This is an optimization exercise on Yosys and OpenROAD, whose aim is small area, a short achievable clock period and few clock cycles per item, not a production implementation. Only simulation tests tie the RTL to the original design; equivalence was not proved.

Setup of main:
==> module cifrari_perm, before the edit <==
module cifrari_perm (
    input  wire         clk,
    input  wire         rst,
    input  wire         in_valid,
    output wire         in_ready,
    input  wire [511:0] in_block,
    output wire         out_valid,
    output wire [511:0] out_block
);
    function automatic [31:0] rotl11(input [31:0] v); rotl11 = {v[20:0], v[31:21]}; endfunction
    function automatic [31:0] rotl17(input [31:0] v); rotl17 = {v[14:0], v[31:15]}; endfunction
    function automatic [31:0] rotl13(input [31:0] v); rotl13 = {v[18:0], v[31:19]}; endfunction
    function automatic [31:0] rotl7 (input [31:0] v); rotl7  = {v[24:0], v[31:25]}; endfunction
    reg  [511:0] r1;           
    reg  [511:0] r2;           
    reg  [511:0] r3;           
    reg          busy1, busy2, busy3, done1;
    reg          rdy;          
    reg  [5:0]   cnt1, cnt2, cnt3;   
    wire [511:0] s1, s2, s3;   
    wire [511:0] p3;           
    genvar g, r, j;
    generate
        for (g = 0; g < 4; g = g + 1) begin : mix
            wire [31:0] a  = r1[32*(g     ) +: 32];
            wire [31:0] b  = r1[32*(g +  4) +: 32];
            wire [31:0] c  = r1[32*(g +  8) +: 32];
            wire [31:0] d  = r1[32*(g + 12) +: 32];
            wire [31:0] nc = ~c;
            wire [31:0] a1, b1;
            cifrari_add32 u_a1 (.a(a), .b(b), .ci(1'b0), .s(a1));
            cifrari_add32 u_b1 (.a(b), .b(nc), .ci(1'b1), .s(b1));
            assign s1[32*(g     ) +: 32] = a1;
            assign s1[32*(g +  4) +: 32] = rotl17(b1);
            assign s1[32*(g +  8) +: 32] = rotl11(nc);        
            assign s1[32*(g + 12) +: 32] = d ^ a1;            
            wire [31:0] xa = r2[32*(g     ) +: 32];
            wire [31:0] xb = r2[32*(g +  4) +: 32];
            wire [31:0] xc = r2[32*(g +  8) +: 32];
            wire [31:0] xd = r2[32*(g + 12) +: 32];
            wire [31:0] a2, d2;
            cifrari_add32 u_a2 (.a(xa), .b(xc), .ci(1'b1), .s(a2));    
            cifrari_add32 u_d2 (.a(xd), .b(xb), .ci(1'b0), .s(d2));    
            assign s2[32*(g     ) +: 32] = ~rotl13(a2);       
            assign s2[32*(g +  4) +: 32] = ~(xb ^ d2);        
            assign s2[32*(g +  8) +: 32] = xc ^ xd;           
            assign s2[32*(g + 12) +: 32] = d2;
            wire [31:0] ya = r3[32*(g     ) +: 32];
            wire [31:0] yb = r3[32*(g +  4) +: 32];
            wire [31:0] yc = r3[32*(g +  8) +: 32];
            wire [31:0] yd = r3[32*(g + 12) +: 32];
            wire [31:0] ds = yd ^ yc ^ ya;
            wire [31:0] dc = (yd & yc) | (yd & ya) | (yc & ya);
            wire [31:0] bs = yb ^ yc ^ ya;
            wire [31:0] bc = (yb & yc) | (yb & ya) | (yc & ya);
            wire [31:0] d3, nb4, c4;
            cifrari_add32 u_d3 (.a(ds), .b({dc[30:0], 1'b1}), .ci(1'b1), .s(d3));
            cifrari_add32 u_b4 (.a(bs), .b({bc[30:0], 1'b1}), .ci(1'b1), .s(nb4));
            cifrari_add32 u_c4 (.a(yb), .b(32'd0), .ci(1'b1), .s(c4));
            assign s3[32*(g     ) +: 32] = ~(ya ^ d3);
            assign s3[32*(g +  4) +: 32] = ~nb4;
            assign s3[32*(g +  8) +: 32] = c4;
            assign s3[32*(g + 12) +: 32] = rotl7(d3);
        end
        for (r = 0; r < 4; r = r + 1) begin : prow
            for (j = 0; j < 4; j = j + 1) begin : pcol
                assign p3[32*(4*r + j) +: 32] = s3[32*(4*r + ((r - j + 4) % 4)) +: 32];
            end
        end
    endgenerate
    wire free3 = !busy3;
    always @(posedge clk) begin
        r2 <= s1;
        r3 <= s2;
        r1 <= free3 ? in_block : p3;
    end
    always @(posedge clk) begin
        if (rst) begin
            busy1 <= 1'b0;
            busy2 <= 1'b0;
            rdy   <= 1'b1;
            busy3 <= 1'b0;
            done1 <= 1'b0;
        end else begin
            busy2 <= busy1 && !done1;
            busy3 <= busy2;
            rdy   <= !busy2;
            busy1 <= free3 ? in_valid : busy3;
            done1 <= busy3 && (cnt3 == 6'd39);
        end
    end
    always @(posedge clk) begin
        cnt2 <= cnt1;
        cnt3 <= cnt2;
        cnt1 <= free3 ? 6'd0 : cnt3 + 6'd1;
    end
    assign in_ready  = rdy;
    assign out_valid = done1;
    assign out_block = r1;
endmodule
Settings: LEC_CHECK=0, CAP_MARGIN=40, CORE_MARGIN=2, CORE_UTILIZATION=65, CTS_CLUSTER_DIAMETER=80, CTS_CLUSTER_SIZE=20, PLACE_DENSITY=0.75, SETUP_SLACK_MARGIN=0.3, SLEW_MARGIN=40; clock period 14.5 ns.
standard.sh (not shown) runs the stock make flow with config.mk's settings and CLKGATE_MAP_FILE= SYNTH_SCRIPT=/design/flow/synth_recipe.tcl, a recipe that flattens the netlist after the stock synthesis.
==> flow/flow/run.sh <==
#!/bin/bash
set -euo pipefail
MARGIN=10.3
bash standard.sh SETUP_SLACK_MARGIN=$MARGIN \
    "BUFFER_PORTS_ARGS=-buffer_cell sky130_fd_sc_hd__buf_1" \
    finish > standard.log 2>&1
Testbench counts of main, summed over its fixed seeds: cycles 21,640, items 512.
Input changes introduced in the feature branch (baseline for comparison: main):
--- a/flow/design.v
+++ b/flow/design.v
@@ -69,13 +69,14 @@
             wire [31:0] xd = r2[32*(g + 12) +: 32];
             wire [31:0] a2, d2;
             cifrari_add32 u_a2 (.a(xa), .b(xc), .ci(1'b1), .s(a2));    
             cifrari_add32 u_d2 (.a(xd), .b(xb), .ci(1'b0), .s(d2));    
-            assign s2[32*(g     ) +: 32] = ~rotl13(a2);       
+            assign s2[32*(g     ) +: 32] = rotl13(a2);        
             assign s2[32*(g +  4) +: 32] = ~(xb ^ d2);        
             assign s2[32*(g +  8) +: 32] = xc ^ xd;           
             assign s2[32*(g + 12) +: 32] = d2;
-            wire [31:0] ya = r3[32*(g     ) +: 32];
+            wire [31:0] pa = r3[32*(g     ) +: 32];
+            wire [31:0] ya = ~pa;
             wire [31:0] yb = r3[32*(g +  4) +: 32];
             wire [31:0] yc = r3[32*(g +  8) +: 32];
             wire [31:0] yd = r3[32*(g + 12) +: 32];
             wire [31:0] ds = yd ^ yc ^ ya;
@@ -85,9 +86,9 @@
             wire [31:0] d3, nb4, c4;
             cifrari_add32 u_d3 (.a(ds), .b({dc[30:0], 1'b1}), .ci(1'b1), .s(d3));
             cifrari_add32 u_b4 (.a(bs), .b({bc[30:0], 1'b1}), .ci(1'b1), .s(nb4));
             cifrari_add32 u_c4 (.a(yb), .b(32'd0), .ci(1'b1), .s(c4));
-            assign s3[32*(g     ) +: 32] = ~(ya ^ d3);
+            assign s3[32*(g     ) +: 32] = pa ^ d3;
             assign s3[32*(g +  4) +: 32] = ~nb4;
             assign s3[32*(g +  8) +: 32] = c4;
             assign s3[32*(g + 12) +: 32] = rotl7(d3);
         end
==> comparison <==
- Going from main to the feature branch, the count of standard-cell rows was found to have gone up by 3.
- The final setup skew of the feature branch was inferior to that of main.
- NOTE: final standard cell area without fillers in the feature branch exceeds that of main
- Post-synthesis cell type count (higher): the feature branch
- Compared with main, the feature branch shows a mean instance size in the synthesized netlist that is 0.61 sq um lower.
- The feature branch vs main, endpoint of the worst setup timing path: out_block[159] vs r1[251]
- Changes observed in the feature branch relative to main: routed via count climbed 6.5%, core utilization now sits higher.
- For main, the type of the worst setup path was flip-flop to flip-flop, unlike the feature branch, where it was flip-flop to output port.
Testbench counts of the feature branch, summed over its fixed seeds: cycles 21,640, items 512.

[afterwards: timing with drivers on the ports]
Ports are ideal in the flow. The routed layouts listed here were re-timed in OpenROAD.
Step 1 assumes that a clkbuf_16 drives the clock port and a buf_2 every other input.
Step 2, shift: input delay + t, output delay - t, t = (earliest + latest rising clock arrival at the registers) / 2. This alone moves slack from input paths to output paths.
Three values: no drivers, after step 1, after step 2; two values: the first two.
| run | shift t [ns] | setup WS [ns] | slew at the worst register clock pin (ns) | worst data-port slew with drivers (ns) |
|---|---|---|---|---|
| main | 0.809 | 10.096 / 10.056 / 10.096 | 0.10 / 0.10 | 0.20 |
| the feature branch | 0.865 | 10.078 / 9.984 / 10.004 | 0.09 / 0.09 | 0.21 |
After both steps setup and hold are still met in every run listed. For the feature branch, which loses most, drivers alone change the setup slack by -0.094 ns; drivers and shift together by -0.074 ns.
